Context: an optimization exercise on an open-source flow, tuned for small area. The choices shown serve that exercise and are no tape-out recipe.
The RTL was checked by simulation tests, not by an equivalence proof against the original design.
The clock port is modelled as an ideal driver, which makes a skipped or thinned clock tree look cheaper than it is; a real chip needs a root buffer or a tree.
Power is estimated from default activity; no workload was simulated.

Setup of build 32:
// jtag_spi_bridge
module jtag_spi_bridge (
    input  wire tck,
    input  wire tdi,
    input  wire p_shift,
    input  wire p_ce,
    input  wire p_rstn,
    input  wire p_rti1,
    output wire tdo,
    input  wire miso,
    output wire cs_n,
    output wire mosi,
    output wire spi_oe,      
    output wire wp_n,
    output wire hold_n
);
Size: roughly 840 um^2 of cells after synthesis.
export LEC_CHECK = 0
export CAP_MARGIN = 20
export CORE_AREA = 2 2 62 62
export CTS_BUF_LIST = sky130_fd_sc_hd__clkbuf_8
export CTS_CLUSTER_DIAMETER = 200
export CTS_CLUSTER_SIZE = 30
export DIE_AREA = 0 0 64 64
export SLEW_MARGIN = 20
create_clock -name core_clock -period 10.0 [get_ports {tck}]
standard.sh (not shown) runs the stock make flow with config.mk's settings and CLKGATE_MAP_FILE= SYNTH_SCRIPT=/design/flow/synth_recipe.tcl, a recipe that flattens the netlist after the stock synthesis.
==> flow/flow/run.sh <==
#!/bin/bash
# Own layout flow: the standard flow, with three changes to how the
# layout is made:
#  1. after the standard synthesis, the combinational gates between the
#     registers are re-mapped by ABC for area (registers, their names and
#     cell types are kept as the standard synthesis made them);
#  2. the port buffers are the smallest buffer cell (buf_1);
#  3. the clock tree is a single root buffer (no second level, no dummy
#     loads).
# Each tool's output goes to a log file of its own in the work folder.
set -euo pipefail
WORK=$(pwd)
RES=$WORK/orfs/results/$FLOW_PLATFORM/jtag_spi_bridge/base
LIB=$FLOW_HOME/platforms/$FLOW_PLATFORM/lib/sky130_fd_sc_hd__tt_025C_1v80.lib

# 1. standard synthesis
bash standard.sh synth > "$WORK/log_1_synth_standard.log" 2>&1
cp "$RES/1_2_yosys.v" "$WORK/synth_standard.v"

# 2. re-map the combinational logic
REOPT_LIB=$LIB REOPT_IN=$WORK/synth_standard.v REOPT_TOP=$FLOW_TOP \
REOPT_STAT=$WORK/reopt_stat.txt REOPT_OUT=$WORK/synth_reopt.v \
  yosys -c "$WORK/flow/reopt.tcl" > "$WORK/log_2_reopt.log" 2>&1
sleep 1
cp "$WORK/synth_reopt.v" "$RES/1_2_yosys.v"
touch "$RES/1_2_yosys.v"
rm -f "$RES/1_synth.odb" "$RES/1_synth.sdc"
bash standard.sh synth > "$WORK/log_3_synth_odb.log" 2>&1

# 3. the rest of the standard flow
export BUFFER_PORTS_ARGS="-buffer_cell sky130_fd_sc_hd__buf_1"
export POST_CTS_TCL="$WORK/flow/post_cts.tcl"
export FLOW_CLOCK_PORT=tck
export ROOT_CLKBUF=sky130_fd_sc_hd__clkbuf_16
export CTS_ARGS="-sink_clustering_enable -repair_clock_nets -dont_use_dummy_load -sink_clustering_size 30 -sink_clustering_max_diameter 200 -buf_list sky130_fd_sc_hd__clkbuf_8"
bash standard.sh > "$WORK/log_4_layout.log" 2>&1
test -f "$WORK/out/final.def"
==> flow/flow/post_cts.tcl <==
# After clock tree synthesis: a design this small needs only the root clock
# buffer. Move every load of the second-level clock buffers onto the root
# buffer's output and remove those buffers, so that a single buffer drives
# every register's clock pin (all registers get the same clock arrival).
set block [ord::get_db_block]
set tck_net [$block findNet $::env(FLOW_CLOCK_PORT)]
set root ""
foreach it [$tck_net getITerms] {
  set inst [$it getInst]
  if { [string match "*clkbuf*" [[$inst getMaster] getName]] } { set root $inst }
}
if { $root ne "" } {
  set root_net [[$root findITerm X] getNet]
  set leaves {}
  foreach it [$root_net getITerms] {
    set inst [$it getInst]
    if { $inst ne $root && [string match "*clkbuf*" [[$inst getMaster] getName]] } {
      lappend leaves $inst
    }
  }
  foreach leaf $leaves {
    set leaf_net [[$leaf findITerm X] getNet]
    foreach it [$leaf_net getITerms] {
      if { [$it getInst] ne $leaf } {
        $it disconnect
        $it connect $root_net
      }
    }
    [$leaf findITerm A] disconnect
    [$leaf findITerm X] disconnect
    odb::dbInst_destroy $leaf
    odb::dbNet_destroy $leaf_net
  }
  puts "post_cts: removed [llength $leaves] second-level clock buffers"
  if { [info exists ::env(ROOT_CLKBUF)] } {
    $root swapMaster [[ord::get_db] findMaster $::env(ROOT_CLKBUF)]
  }
  # put the root buffer at the centre of its loads
  set sx 0; set sy 0; set n 0
  foreach it [$root_net getITerms] {
    set inst [$it getInst]
    if { $inst ne $root } {
      set bb [$inst getBBox]
      set sx [expr { $sx + ([$bb xMin] + [$bb xMax]) / 2 }]
      set sy [expr { $sy + ([$bb yMin] + [$bb yMax]) / 2 }]
      incr n
    }
  }
  if { $n > 0 } {
    $root setPlacementStatus PLACED
    $root setLocation [expr { $sx / $n }] [expr { $sy / $n }]
    detailed_placement
    check_placement -verbose
  }
}
estimate_parasitics -placement
report_clock_skew
Other scripts of this flow, unchanged in this note and not shown: flow/flow/reopt.tcl
Having completed the whole flow, build 32 delivered a layout that passed the timing, DRC and antenna checks.
The following lists how build 57 was set up differently from build 32:
--- a/flow/flow/run.sh
+++ b/flow/flow/run.sh
@@ -34 +33,0 @@
-export ROOT_CLKBUF=sky130_fd_sc_hd__clkbuf_16
--- a/flow/flow/post_cts.tcl
+++ b/flow/flow/post_cts.tcl
@@ -35,20 +34,0 @@
-  if { [info exists ::env(ROOT_CLKBUF)] } {
-    $root swapMaster [[ord::get_db] findMaster $::env(ROOT_CLKBUF)]
-  }
-  # put the root buffer at the centre of its loads
-  set sx 0; set sy 0; set n 0
-  foreach it [$root_net getITerms] {
-    set inst [$it getInst]
-    if { $inst ne $root } {
-      set bb [$inst getBBox]
-      set sx [expr { $sx + ([$bb xMin] + [$bb xMax]) / 2 }]
-      set sy [expr { $sy + ([$bb yMin] + [$bb yMax]) / 2 }]
-      incr n
-    }
-  }
-  if { $n > 0 } {
-    $root setPlacementStatus PLACED
-    $root setLocation [expr { $sx / $n }] [expr { $sy / $n }]
-    detailed_placement
-    check_placement -verbose
-  }
--- outcome ---
- In build 57 the wire length of the first global-routing pass turned out 83 um lower than in build 32.
- Taking build 32 as the reference, in build 57 met1 capacity usage during global routing down 1.1 points; area growth from synthesis to layout fell by 1.3 points.
- NOTE: relative contribution of the clock network to total power in build 57 falls short of that of build 32
- Looking only at first-pass iteration count of the detailed router, and setting everything else aside, the lower value of build 32 and build 57 goes to build 32.
--- input diff build 57..build 75 ---
--- a/flow/flow/run.sh
+++ b/flow/flow/run.sh
@@ -8,2 +8 @@
-#  3. the clock tree is a single root buffer (no second level, no dummy
-#     loads).
+#  3. clock tree synthesis adds no dummy loads.
@@ -32,2 +30,0 @@
-export POST_CTS_TCL="$WORK/flow/post_cts.tcl"
-export FLOW_CLOCK_PORT=tck
removed: flow/flow/post_cts.tcl
### Flow results
Relative to build 57, peak ir drop on the vdd network has gone up in build 75. Switching fraction of total power sits lower in build 75 than in build 57. The setup slack of build 75 is lower than that of build 57. Sort build 57 and build 75 by routed wire length desc -> top: build 57. Max clock network latency to the later pin of the worst-skew pair across build 57 and build 75: build 75. Summary of build 75 over build 57: via count decreased by about 3.6% relative to the old numbers; cell count now sits higher; clock power rose 65%; final design area excluding fillers +about 3%. met3 as the top routing layer in use was reported by build 75, and met4 by build 57.
